This is an optimization exercise on Yosys and OpenROAD, whose aim is small area, not a production implementation. The RTL was checked by simulation tests, not by an equivalence proof against the original design. Power is estimated from default activity; no workload was simulated.

==> design/flow/design.v <==
module bcd_clock_core (
    input  wire        clk,
    input  wire        rst,         
    input  wire        cmd_valid,
    input  wire [31:0] cmd,
    input  wire [31:0] now,
    output wire        cmd_ready,
    output wire        bus_req,
    output wire        bus_we,
    output wire [7:0]  bus_addr,
    output wire [7:0]  bus_wdata,
    input  wire        bus_done,
    input  wire [7:0]  bus_rdata,
    input  wire        bus_err,
    output wire [3:0]  led_hour,
    output wire [5:0]  led_min,
    output wire [15:0] pwm,
    output wire [15:0] result,
    output wire [7:0]  status
);
    localparam [4:0] S_IDLE    = 5'b0_00_00,
                     S_ENC     = 5'b0_00_01,
                     S_COPY    = 5'b0_01_00,    
                     S_DIV_RES = 5'b0_00_10,
                     S_DIV_PWM = 5'b0_00_11,
                     S_INCH    = 5'b1_00_00,
                     S_INCM    = 5'b1_01_00,
                     S_CARRY   = 5'b1_01_01,
                     S_SYNC    = 5'b1_10_00,
                     S_REF     = 5'b1_11_00;
    function [6:0] encode6;      
        input [5:0] v;
        begin
            case (v)
                6'd0: encode6 = 7'h00;
                6'd1: encode6 = 7'h01;
                6'd2: encode6 = 7'h02;
                6'd3: encode6 = 7'h03;
                6'd4: encode6 = 7'h04;
                6'd5: encode6 = 7'h05;
                6'd6: encode6 = 7'h06;
                6'd7: encode6 = 7'h07;
                6'd8: encode6 = 7'h08;
                6'd9: encode6 = 7'h09;
                6'd10: encode6 = 7'h10;
                6'd11: encode6 = 7'h11;
                6'd12: encode6 = 7'h12;
                6'd13: encode6 = 7'h13;
                6'd14: encode6 = 7'h14;
                6'd15: encode6 = 7'h15;
                6'd16: encode6 = 7'h16;
                6'd17: encode6 = 7'h17;
                6'd18: encode6 = 7'h18;
                6'd19: encode6 = 7'h19;
                6'd20: encode6 = 7'h20;
                6'd21: encode6 = 7'h21;
                6'd22: encode6 = 7'h22;
                6'd23: encode6 = 7'h23;
                6'd24: encode6 = 7'h24;
                6'd25: encode6 = 7'h25;
                6'd26: encode6 = 7'h26;
                6'd27: encode6 = 7'h27;
                6'd28: encode6 = 7'h28;
                6'd29: encode6 = 7'h29;
                6'd30: encode6 = 7'h30;
                6'd31: encode6 = 7'h31;
                6'd32: encode6 = 7'h32;
                6'd33: encode6 = 7'h33;
                6'd34: encode6 = 7'h34;
                6'd35: encode6 = 7'h35;
                6'd36: encode6 = 7'h36;
                6'd37: encode6 = 7'h37;
                6'd38: encode6 = 7'h38;
                6'd39: encode6 = 7'h39;
                6'd40: encode6 = 7'h40;
                6'd41: encode6 = 7'h41;
                6'd42: encode6 = 7'h42;
                6'd43: encode6 = 7'h43;
                6'd44: encode6 = 7'h44;
                6'd45: encode6 = 7'h45;
                6'd46: encode6 = 7'h46;
                6'd47: encode6 = 7'h47;
                6'd48: encode6 = 7'h48;
                6'd49: encode6 = 7'h49;
                6'd50: encode6 = 7'h50;
                6'd51: encode6 = 7'h51;
                6'd52: encode6 = 7'h52;
                6'd53: encode6 = 7'h53;
                6'd54: encode6 = 7'h54;
                6'd55: encode6 = 7'h55;
                6'd56: encode6 = 7'h56;
                6'd57: encode6 = 7'h57;
                6'd58: encode6 = 7'h58;
                6'd59: encode6 = 7'h59;
                6'd60: encode6 = 7'h60;
                6'd61: encode6 = 7'h61;
                6'd62: encode6 = 7'h62;
                6'd63: encode6 = 7'h63;
            endcase
        end
    endfunction
    function [6:0] dec_tab;      
        input [6:0] p;
        reg   [7:0] t8, t2;
        begin
            t8 = {1'b0, p[6:4], 4'd0} >> 1;      
            t2 = {4'd0, p[6:4], 1'b0};           
            dec_tab = add8(add8(t8, t2, 1'b0), {4'd0, p[3:0]}, 1'b0);
        end
    endfunction
    function [7:0] add8;             
        input [7:0] a, b;
        input       ci;
        integer     i;
        reg         c;
        begin
            c = ci;
            for (i = 0; i < 8; i = i + 1) begin
                add8[i] = a[i] ^ b[i] ^ c;
                c = (a[i] & b[i]) | (c & (a[i] ^ b[i]));
            end
        end
    endfunction
    function gt8;                    
        input [7:0] x, k;
        integer     i;
        reg         g;
        begin
            g = 1'b0;
            for (i = 0; i < 8; i = i + 1)
                g = k[i] ? (x[i] & g) : (x[i] | g);
            gt8 = g;
        end
    endfunction
    function [3:0] to12;
        input [7:0] h;
        begin
            if (gt8(h, 8'd23))       to12 = 4'd0;
            else if (gt8(h, 8'd12))  to12 = add8({4'd0, h[3:0]}, 8'd4, 1'b0);
            else                     to12 = h[3:0];
        end
    endfunction
    reg [4:0]  state;
    reg        last_valid;
    reg [31:0] last_ts;
    reg [3:0]  out_hour;
    reg [5:0]  out_min;
    reg [10:0] pwm_r;
    reg [10:0] result_r;
    reg        dom_err, bus_err_f, ill_err, acc;
    reg [5:0]  sa;
    reg        sr;           
    reg [5:0]  sb;
    reg [5:0]  sc;
    wire idle = (state == S_IDLE);
    assign cmd_ready = idle && !rst;
    assign led_hour  = out_hour;
    assign led_min   = out_min;
    assign pwm       = {5'd0, pwm_r};
    assign result    = {5'd0, result_r};
    assign status    = {3'b000, !idle, acc, ill_err, bus_err_f, dom_err};
    wire       sbus  = state[4];
    wire [1:0] mode  = state[3:2];
    wire [1:0] phase = state[1:0];
    wire       we    = mode[1] ? !mode[0] : (mode[0] ? phase[1] : phase[0]);
    wire [1:0] addr  = mode[1] ? {phase == 2'd0, phase == 2'd1} :
                       mode[0] ? ((phase[0] ^ phase[1]) ? 2'd2 : 2'd1) : 2'd2;
    wire       last_phase = mode[1] ? phase[1] : (mode[0] ? (phase == 2'd3) : phase[0]);
    assign bus_req   = sbus;
    assign bus_we    = we;
    assign bus_addr  = {6'd0, addr};
    assign bus_wdata = {1'b0, encode6(sa)};
    wire [3:0] op  = cmd[31:28];
    wire [1:0] sel = cmd[25:24];
    wire [7:0] fa  = cmd[23:16];
    wire [7:0] fb  = cmd[15:8];
    wire [7:0] fc  = cmd[7:0];
    wire rsv0  = (cmd[27:26] == 2'd0);
    wire ab0   = (cmd[23:8] == 16'd0);
    wire c0    = (fc == 8'd0);
    reg legal;
    always @(*) begin
        case (op)
            4'h1:                   legal = rsv0 && (sel != 2'd3) && ab0;
            4'h2, 4'h3, 4'h4,
            4'h5, 4'h6:             legal = rsv0 && (sel == 2'd0) && ab0;
            4'h7:                   legal = rsv0 && (sel != 2'd3) && ab0 && c0;
            4'h8, 4'h9, 4'hA,
            4'hB, 4'hD:             legal = rsv0 && (sel == 2'd0) && ab0 && c0;
            4'hC:                   legal = rsv0 && (sel == 2'd0);
            default:                legal = 1'b0;
        endcase
    end
    reg [7:0] dlo;
    reg       bw, hz;
    integer   k;
    always @(*) begin
        bw = 1'b0;
        for (k = 0; k < 8; k = k + 1) begin
            dlo[k] = now[k] ^ last_ts[k] ^ bw;
            bw = (!now[k] & last_ts[k]) | (bw & !(now[k] ^ last_ts[k]));
        end
        hz = ((now[8] ~^ last_ts[8]) == !bw);
        for (k = 9; k < 32; k = k + 1)
            hz = hz & ((now[k] ~^ last_ts[k]) == (now[k-1] | !last_ts[k-1]));
    end
    wire accept = !last_valid || !hz || gt8(dlo, 8'd200);
    wire [3:0] t12 = to12(op[3] ? fa : fc);
    wire c_big = gt8(fc, 8'd59);
    wire b_big = gt8(fb, 8'd59);
    wire [7:0] dec_in   = idle ? fc : bus_rdata;
    wire       dec_hour = idle ? (sel == 2'd0) : (addr == 2'd2);
    wire [6:0] dec_v    = dec_tab({dec_hour ? 1'b0 : dec_in[6], dec_in[5:0]});
    wire       dec_big  = gt8({1'b0, dec_v}, 8'd59);
    wire        nb    = (sb[3:0] >= 4'd5) && (sb[3:0] != 4'd8);
    wire [7:0]  r2    = {sr, sa, nb};
    wire        ge    = gt8(r2, 8'd117);
    wire [7:0]  r2s   = add8(r2, 8'd138, 1'b0);
    wire [6:0]  rnext = ge ? r2s[6:0] : r2[6:0];
    wire [7:0]  inc_v = add8({1'b0, dec_v}, 8'd0, mode != 2'd3);
    wire [7:0]  cnt_n = add8({4'd0, sb[3:0]}, 8'd0, 1'b1);
    always @(posedge clk) begin
        if (rst) begin
            state      <= S_IDLE;
            last_valid <= 1'b0;
            out_hour   <= 4'd0;
            out_min    <= 6'd0;
            pwm_r      <= 11'd0;
            result_r   <= 11'd0;
            dom_err    <= 1'b0;
            bus_err_f  <= 1'b0;
            ill_err    <= 1'b0;
            acc        <= 1'b0;
        end else begin
            case (state)
                S_IDLE: if (cmd_valid) begin
                    if (op == 4'h1)
                        {sr, sa} <= dec_v;
                    else if (op == 4'hC || op == 4'h3 || op == 4'h4)
                        {sr, sa} <= {3'd0, t12};
                    else
                        {sr, sa} <= {1'b0, fc[5:0]};
                    sb <= fb[5:0];
                    sc <= fc[5:0];
                    if (!legal) begin
                        ill_err <= 1'b1;
                    end else begin
                        case (op)
                            4'h1: state <= S_COPY;
                            4'h2: if (c_big) dom_err <= 1'b1;
                                  else state <= S_ENC;
                            4'h3, 4'h4: state <= S_COPY;
                            4'h5: if (c_big) dom_err <= 1'b1;
                                  else state <= S_COPY;
                            4'h6: if (c_big) dom_err <= 1'b1;
                                  else state <= S_DIV_RES;
                            4'h7: begin
                                acc      <= accept;
                                result_r <= {10'd0, accept};
                                if (accept) begin
                                    last_ts    <= now;
                                    last_valid <= 1'b1;
                                end
                            end
                            4'h8: state <= S_INCH;
                            4'h9: state <= S_INCM;
                            4'hA, 4'hB: begin
                                acc <= accept;
                                if (accept) begin
                                    last_ts    <= now;
                                    last_valid <= 1'b1;
                                    state      <= op[0] ? S_INCM : S_INCH;
                                end
                            end
                            4'hC: begin
                                acc <= accept;
                                if (accept) begin
                                    last_ts    <= now;
                                    last_valid <= 1'b1;
                                    if (b_big || c_big) begin
                                        dom_err <= 1'b1;
                                    end else begin
                                        state <= S_SYNC;
                                    end
                                end
                            end
                            4'hD: state <= S_REF;
                            default: ;
                        endcase
                    end
                end
                S_ENC: begin
                    result_r <= {4'd0, encode6(sa)};
                    state    <= S_IDLE;
                end
                S_COPY: begin
                    result_r <= {4'd0, sr, sa};
                    state    <= S_IDLE;
                end
                S_DIV_RES, S_DIV_PWM: begin
                    {sr, sa} <= rnext;
                    if (state == S_DIV_RES) result_r <= {result_r[9:0], ge};
                    else                    pwm_r    <= {pwm_r[9:0], ge};
                    sb[3:0] <= cnt_n[3:0];
                    if (sb[3:0] == 4'd10) state <= S_IDLE;
                end
                default: if (!sbus) begin
                    state <= S_IDLE;
                end else if (bus_done) begin
                    state <= last_phase ? S_IDLE : {state[4:2], phase[1] ^ phase[0], !phase[0]};
                    if (bus_err) begin
                        bus_err_f <= 1'b1;
                        state     <= S_IDLE;
                    end else if (mode == 2'd3) begin
                        if (phase == 2'd0) begin
                            sb[3:0] <= to12({1'b0, dec_v});
                        end else if (phase == 2'd1) begin
                            sc    <= dec_v[5:0];
                            sa[0] <= dec_big;
                        end else if (sa[0] || dec_big) begin
                            dom_err <= 1'b1;
                        end else begin
                            out_hour <= sb[3:0];
                            out_min  <= sc;
                            sr       <= 1'b0;
                            sa       <= inc_v[5:0];
                            sb       <= 6'd0;
                            state    <= S_DIV_PWM;
                        end
                    end else if (mode == 2'd2) begin
                        sa <= sb;
                        sb <= sc;
                    end else if (!we) begin
                        if (addr[1]) begin
                            if (gt8({1'b0, dec_v}, 8'd23)) begin
                                dom_err <= 1'b1;
                                state   <= S_IDLE;
                            end else begin
                                sa <= (dec_v == 7'd23) ? 6'd0 : inc_v[5:0];
                            end
                        end else begin
                            if (dec_big) begin
                                dom_err <= 1'b1;
                                state   <= S_IDLE;
                            end else if (dec_v != 7'd59) begin
                                sa    <= inc_v[5:0];
                                state <= {state[4:2], 2'd3};
                            end
                        end
                    end else begin
                        sa <= 6'd0;
                    end
                end
            endcase
        end
    end
endmodule
==> design/flow/flow/run.sh <==
#!/bin/bash
set -euo pipefail
cd "$(dirname "$0")/.."
W=$PWD
R=$W/orfs/results/$FLOW_PLATFORM/bcd_clock_core/base
LIB=$FLOW_HOME/platforms/$FLOW_PLATFORM/lib/sky130_fd_sc_hd__tt_025C_1v80.lib
bash standard.sh synth > synth.log 2>&1
cp $R/1_2_yosys.v $W/1_2_yosys_standard.v
best=""
best_area=""
pids=()
for s in 1 2 3 4; do
  mkdir -p $W/reabc_$s
  printf 'strash\n&get -n\n&deepsyn -T 60 -S %s\n&dch -f\n&nf -R 1000\n&put\n' $s > $W/reabc_$s/abc.script
  ( cd $W/reabc_$s && REABC_LIB=$LIB REABC_IN=$W/1_2_yosys_standard.v REABC_OUT=$W/reabc_$s/out.v \
      REABC_SCRIPT=$W/reabc_$s/abc.script REABC_STAT=$W/reabc_$s/stat.txt \
      yosys -c $W/flow/reabc.tcl > $W/reabc_$s.log 2>&1 ) &
  pids+=($!)
done
for p in "${pids[@]}"; do wait $p || true; done
for s in 1 2 3 4; do
  a=$(grep "Chip area" $W/reabc_$s/stat.txt 2>/dev/null | awk '{print $NF}' || true)
  [[ -n "$a" && -s $W/reabc_$s/out.v ]] || continue
  if [[ -z "$best" ]] || awk -v a=$a -v b=$best_area 'BEGIN{exit !(a<b)}'; then best=$s; best_area=$a; fi
done
echo "re-mapped netlist: seed $best, area $best_area" > reabc_choice.log
if [[ -n "$best" ]]; then
  cp $W/reabc_$best/out.v $R/1_2_yosys.v
  rm -f $R/1_synth.odb $R/1_synth.sdc
fi
bash standard.sh BUFFER_PORTS_ARGS="-buffer_cell sky130_fd_sc_hd__buf_1" \
  CTS_ARGS="-sink_clustering_enable -repair_clock_nets -buf_list sky130_fd_sc_hd__clkbuf_8 -dont_use_dummy_load" \
  finish > layout.log 2>&1
==> design/flow/flow/reabc.tcl <==
# Re-map the combinational logic of the standard synthesis netlist with a
# stronger ABC script. Flip-flops are kept as they are (same instances, names
# and cell types); only the gates between them are re-optimised.
set lib $::env(REABC_LIB)
yosys read_liberty -ignore_miss_func $lib
yosys blackbox sky130_fd_sc_hd__*df* sky130_fd_sc_hd__*dl*
yosys read_verilog $::env(REABC_IN)
yosys hierarchy -top $::env(FLOW_TOP)
yosys flatten
yosys rename -hide w:* x:* %d
yosys opt_clean -purge
yosys opt -purge
yosys abc -script $::env(REABC_SCRIPT) -liberty $lib -dont_use *lpflow* -dont_use *probe*
yosys splitnets
yosys opt_clean -purge
yosys hilomap -hicell sky130_fd_sc_hd__conb_1 HI -locell sky130_fd_sc_hd__conb_1 LO
yosys opt_clean -purge
yosys tee -o $::env(REABC_STAT) stat -liberty $lib
yosys write_verilog -noattr -noexpr -nohex -nodec $::env(REABC_OUT)
==> design/flow/standard.sh <==
#!/bin/bash
# synth_recipe.tcl (not shown) runs the flow's synth.tcl, then flattens the netlist and writes it again
# the make line also repeats each setting of config.mk as NAME=value (left out here)
make -C /OpenROAD-flow-scripts/flow DESIGN_CONFIG=/design/flow/config.mk WORK_HOME=/design/flow/orfs CLKGATE_MAP_FILE= SYNTH_SCRIPT=/design/flow/synth_recipe.tcl "${@:-finish}"
==> design/flow/config.mk <==
export PLATFORM = sky130hd
export DESIGN_NAME = bcd_clock_core
export DESIGN_NICKNAME = bcd_clock_core
export VERILOG_FILES = /design/flow/design.v
export SDC_FILE = /design/flow/constraint.sdc
export NUM_CORES = 4
export LEC_CHECK = 0
export ABC_AREA = 1
export CAP_MARGIN = 20
export CORE_MARGIN = 2
export CORE_UTILIZATION = 70
export PLACE_DENSITY = 0.85
export SLEW_MARGIN = 20
==> design/flow/constraint.sdc <==
create_clock -name core_clock -period 20.0 [get_ports {clk}]
set_input_delay 4.0000 -clock core_clock [delete_from_list [all_inputs] [get_ports {clk}]]
set_output_delay 4.0000 -clock core_clock [all_outputs]
set_load 0.01 [all_outputs]
==> notes.md, run 1 <==
Layout Nets 813; first drt pass iteration count 6; # rows 31; total routed wirelength 15420 um; fin area 0.006082 sq mm; Max Cap Viol 0; Cells after Synth 598; worst r2r path cells 21; global-route wire length before repair 24600 um; crit share post-route 43.28%; Top-Level Pins 146; Port Buffers 124; layout cells sized above 1 1.771%; Fmax achieved 115.5 MHz; Setup Buffers After CTS 0; area grow syn2layout 13.81%; outcome complete, no violations; Post-Place Cell Area 0.005958 sq mm; CTS tree built; Core Area 0.007331 sq mm; internal power 0.2623 mW; Slew Limit Fails 0; pwr dens 59.83 mW/mm^2; initial drt markers 753; Yosys Warn Count 1; leakage power total 2.104 nW; worst-path fanout max 19; fin crit period 8.656 ns; synthesized area per cell 8.936 sq um; HP Class reg2reg; Wirelength per Cell 18.51 um; DR DRC count 0; final setup fails 0; switch share 27.92%; Chip Width 91.38 um; Worst Setup EP cmd_ready; H-tree depth 3; clock-pin slew on the worst setup and hold paths 0.11 ns; switching pwr 0.1016 mW; CP cell instances buf_1 > buf_4 > nor2_1 > buf_1; detailed-route via count 5454; most common cell after layout, fill and taps aside buf_1; Peak supply drop 0.04934 mV; nature of the critical path endpoint primary output; Critical R2R Capture sr; DP Wirelength 11680 um; vias in the first global route 5083; die area 0.008349 sq mm; Avg Vias per Cell 6.547; Post-CTS Resized 0; Final Hold Vio Count 0; clock power share 28.7%; CP Data Required Time 16.00 ns; initial antenna violation count 0; Layout fillers 474; CTS buffer count 9; crit path max-delay cell type buf_4; DIE HEIGHT 91.38 um; CP most frequent cell buf_1; Starting Density 72.90%; Worst Setup SP rst; CP peak stage delay 0.21 ns; worst reg2reg setup slack 14.01 ns; worst-margin pin slew 0.9976 ns; Startpoint Class input port; combinational power share 14.6%; gr ovfl total 0; RSZ-0062 raised after global routing false; Routability Congestion 0.9757; clock root buffer clkbuf_8; Cell Area, Synth 0.005344 sq mm; worst skew pair latency 0.38 ns; commonest cells after routing, fill and taps aside 124 x buf_1, 62 x nand2_1, 51 x edfxtp_1, 44 x nor2_1, 43 x o21ai_0; antenna cells 0; sequential power share 56.7%; TNS Setup 0 ns; gr usage total 37.19%; crit path DAT 4.66 ns; largest net degree at the start of global routing 33; final clock skew 0.02345 ns; clock sink total 93; Core Util, Final 82.97%; FF-to-FF Start state[3]; Syn Nets 675; clk buf depth 2; Max transition margin 33.35%; hold_buf cts 0; post-route ant nets 0; Crit Path Category in2out
worst max-delay path: cells and delay by family:
family	cells	cell delay [ns]
buffers and inverters	3	0.48
AND/OR/NAND/NOR	1	0.16
power by group through the flow:
stage          sequential, mW  combinational, mW  clock [mW]
6_report                0.206             0.0532       0.104
5_1_grt                 0.207             0.0579       0.108
4_1_cts                 0.206             0.0514       0.100
3_5_place_dp            0.211             0.0511           0
3_3_place_gp            0.210             0.0491           0
2_1_floorplan           0.210             0.0308           0
per-stage QoR:
step | total power, mW | instances | hold slack, ns | setup WS (ns)
2_1_floorplan | 0.2406 | 598 | 0.4429 | 11.80
3_3_place_gp | 0.2594 | 824 | 0.4363 | 11.38
6_report | 0.3639 | 833 | 0.4557 | 11.34
3_5_place_dp | 0.2616 | 824 | 0.4529 | 11.36
5_1_grt | 0.3721 | 833 | 0.4778 | 11.28
4_1_cts | 0.3579 | 833 | 0.4551 | 11.36
flip-flops by register name (all words and copies together), names as in the netlist:
register    cells
last_valid      1
state           5
sc              6
out_hour        4
sb              6
dom_err         1
bus_err_f       1
result_r       11
ill_err         1
acc             1
sr              1
pwm_r          11
sa              6
last_ts        32
out_min         6
how the worst min path moves through the flow:
stage	start	end	slack, ns	cells past startpoint
3_3_place_gp	result_r[2]	result_r[3]	0.44	2
6_report	result_r[3]	result_r[4]	0.46	2
4_1_cts	result_r[3]	result_r[4]	0.46	2
5_1_grt	result_r[3]	result_r[4]	0.48	2
3_5_place_dp	result_r[3]	result_r[4]	0.45	2
2_1_floorplan	sa[2]	result_r[2]	0.44	2
per-layer routing:
layer / up-vias / global-route usage (%) / wire length [um]
met3: 35 / 9.046 / 2009
met1: 2496 / 49.86 / 5982
met5: - / 0 / 0
met2: 436 / 60.56 / 7142
li1: 2487 / - / -
met4: 0 / 9.975 / 280
final cells by class:
type | instances | area [sq um] | share of cell area, %
Multi-Input combinational cell | 470 | 2843 | 46.74
Tap cell | 99 | 123.9 | 2.037
Timing Repair Buffer | 127 | 488.0 | 8.023
Sequential cell | 93 | 2372 | 39.00
Clock buffer | 9 | 123.9 | 2.037
Inverter | 35 | 131.4 | 2.160
==> inputs of run 2 (changes only) <==
--- a/design/flow/flow/run.sh
+++ b/design/flow/flow/run.sh
@@ -8,17 +8,20 @@
 cp $R/1_2_yosys.v $W/1_2_yosys_standard.v
 best=""
 best_area=""
-pids=()
-for s in 1 2 3 4; do
-  mkdir -p $W/reabc_$s
-  printf 'strash\n&get -n\n&deepsyn -T 60 -S %s\n&dch -f\n&nf -R 1000\n&put\n' $s > $W/reabc_$s/abc.script
-  ( cd $W/reabc_$s && REABC_LIB=$LIB REABC_IN=$W/1_2_yosys_standard.v REABC_OUT=$W/reabc_$s/out.v \
-      REABC_SCRIPT=$W/reabc_$s/abc.script REABC_STAT=$W/reabc_$s/stat.txt \
-      yosys -c $W/flow/reabc.tcl > $W/reabc_$s.log 2>&1 ) &
-  pids+=($!)
+# deepsyn with 8 seeds, NUM_CORES at a time
+for batch in "1 2 3 4" "5 6 7 8"; do
+  pids=()
+  for s in $batch; do
+    mkdir -p $W/reabc_$s
+    printf 'strash\n&get -n\n&deepsyn -T 60 -S %s\n&dch -f\n&nf -R 1000\n&put\n' $s > $W/reabc_$s/abc.script
+    ( cd $W/reabc_$s && REABC_LIB=$LIB REABC_IN=$W/1_2_yosys_standard.v REABC_OUT=$W/reabc_$s/out.v \
+        REABC_SCRIPT=$W/reabc_$s/abc.script REABC_STAT=$W/reabc_$s/stat.txt \
+        yosys -c $W/flow/reabc.tcl > $W/reabc_$s.log 2>&1 ) &
+    pids+=($!)
+  done
+  for p in "${pids[@]}"; do wait $p || true; done
 done
-for p in "${pids[@]}"; do wait $p || true; done
-for s in 1 2 3 4; do
+for s in 1 2 3 4 5 6 7 8; do
   a=$(grep "Chip area" $W/reabc_$s/stat.txt 2>/dev/null | awk '{print $NF}' || true)
   [[ -n "$a" && -s $W/reabc_$s/out.v ]] || continue
   if [[ -z "$best" ]] || awk -v a=$a -v b=$best_area 'BEGIN{exit !(a<b)}'; then best=$s; best_area=$a; fi
--- a/design/flow/config.mk
+++ b/design/flow/config.mk
@@ -8,6 +8,6 @@
 export ABC_AREA = 1
 export CAP_MARGIN = 20
 export CORE_MARGIN = 2
-export CORE_UTILIZATION = 70
-export PLACE_DENSITY = 0.85
+export CORE_UTILIZATION = 40
+export CTS_BUF_LIST = sky130_fd_sc_hd__clkbuf_8
 export SLEW_MARGIN = 20
==> notes.md, run 2 <==
largest net degree at the start of global routing 33; Startpoint Class input port; vias in the first global route 4768; pwr dens 58.48 mW/mm^2; worst hold slack 0.4739 ns; clock-pin slew on the worst setup and hold paths 0.09 ns; synthesized area per cell 8.936 sq um; antenna cells 0; leakage power total 2.107 nW; layout cells sized above 1 1.907%; Slew Limit Fails 0; Setup Buffers After CTS 0; die area 0.01430 sq mm; Core Area 0.01314 sq mm; max reg flops 32; Wirelength per Cell 16.99 um; gr ovfl total 0; Cell Area, Synth 0.005344 sq mm; Met3 Routed Length 1257 um; fin area 0.006183 sq mm; most common cell after layout, fill and taps aside buf_1; Max Cap Viol 0; clock root buffer clkbuf_8; biggest regs last_ts x32, pwm_r x11, result_r x11; crit share post-route 43.37%; Power Total 0.3616 mW; H-tree depth 3; TNS Setup 0 ns; Top-Level Pins 146; Cells after Synth 598; Routed met1 length 7131 um; nature of the critical path endpoint primary output; Chip Width 119.6 um; Hold Path End result_r[3]; Fmax achieved 115.3 MHz; hold_buf cts 0; Worst Setup SP rst; worst reg2reg setup slack 13.87 ns; outcome complete, no violations; DIE HEIGHT 119.6 um; Routability Congestion 0.9606; min-delay src result_r[2]; Worst Hold Path Cells 2; clk buf depth 2; initial antenna violation count 0; worst skew pair latency 0.38 ns; area grow syn2layout 15.71%; Syn Nets 675; global-route wire length before repair 24510 um; Yosys Warn Count 1; Post-Place Cell Area 0.006055 sq mm; first drt pass iteration count 6; Layout fillers 1350; Crit Path Category in2out; RSZ-0062 raised after global routing false; final setup fails 0; top sig layer met4; Peak supply drop 0.02463 mV; CTS tree built; fin crit period 8.674 ns; total routed wirelength 15460 um; detailed-route via count 5138; Met2 Wirelength 6725 um; Core Util, Final 47.07%; initial drt markers 544; post-route ant nets 0; DR DRC count 0; worst r2r path cells 21; crit path DAT 4.67 ns; Layout Nets 813; FF-to-FF Start state[3]; commonest cells after routing, fill and taps aside 124 x buf_1, 62 x nand2_1, 51 x edfxtp_1, 44 x nor2_1, 43 x o21ai_0; Final Hold Vio Count 0; Avg Vias per Cell 5.646; gr usage total 21.69%; Largest Register last_ts; DP Wirelength 11840 um; Starting Density 40.68%; CP Data Required Time 16.00 ns; final clock skew 0.01366 ns; Post-CTS Resized 0; clock sink total 93; # rows 42; worst-margin pin slew 0.7812 ns; Port Buffers 124; Critical R2R Capture sr; Max transition margin 47.73%; CTS buffer count 9; HP Class reg2reg; worst-path fanout max 19
-- run 2: area by class of cell --
class	instances	area, sq um	area share, %
well taps	176	220.2	3.561
repair buffers	127	488.0	7.892
flip-flops and latches	93	2372	38.37
multi-input cells	470	2848	46.05
inverters	35	131.4	2.125
clock buffers	9	123.9	2.003
-- run 2: routing by layer --
metal / track usage (%) / up-vias
li1: - / 2488
met2: 32.25 / 233
met5: 0 / -
met4: 8.529 / 0
met1: 30.95 / 2392
met3: 4.373 / 25
-- run 2: worst max path at each step --
| stage | endpoint | cells past startpoint |
|---|---|---|
| floorplan | cmd_ready | 1 |
| global placement | cmd_ready | 4 |
| detailed placement | cmd_ready | 4 |
| CTS | cmd_ready | 4 |
| global route | cmd_ready | 4 |
| finish | cmd_ready | 4 |
-- run 2: report_power, final --
part	leakage, nW	internal, mW	switching (mW)
combinational	1.24	0.0181	0.0346
clock	0.0647	0.0404	0.0621
sequential	0.806	0.204	0.00281
-- run 2: critical path: stages --
cell and delay [ns]:
buf_1 0.07, buf_4 0.20, nor2_1 0.19, buf_1 0.22
-- run 2: metrics by stage --
step,setup slack [ns],cells
6_report,11.33,910
5_1_grt,11.23,910
4_1_cts,11.33,910
3_5_place_dp,11.33,901
3_3_place_gp,11.35,901
2_1_floorplan,11.80,598

-- separate check: timing with driven ports --
The flow's constraints put no driver on any port. The routed layouts listed below were extracted and timed again, unchanged, in two steps. Step 1 assumes that a clkbuf_16 drives the clock port and a buf_2 every other input. Step 2 also shifts input and output timing later by t, the mid clock arrival at the registers, as if the neighbouring blocks saw the same clock. Slacks: ideal ports / drivers / drivers and shift; pairs: ideal ports / drivers.
run | t (ns) | setup WS [ns] | worst register clock-pin slew, ns
run 1 | 0.400 | 11.344 / 11.324 / 11.324 | 0.11 / 0.11
run 2 | 0.407 | 11.326 / 11.303 / 11.303 | 0.09 / 0.09
After both steps every run listed still meets setup and hold. For run 2, which loses most, drivers alone change the setup slack by -0.023 ns; drivers and shift together by -0.023 ns.
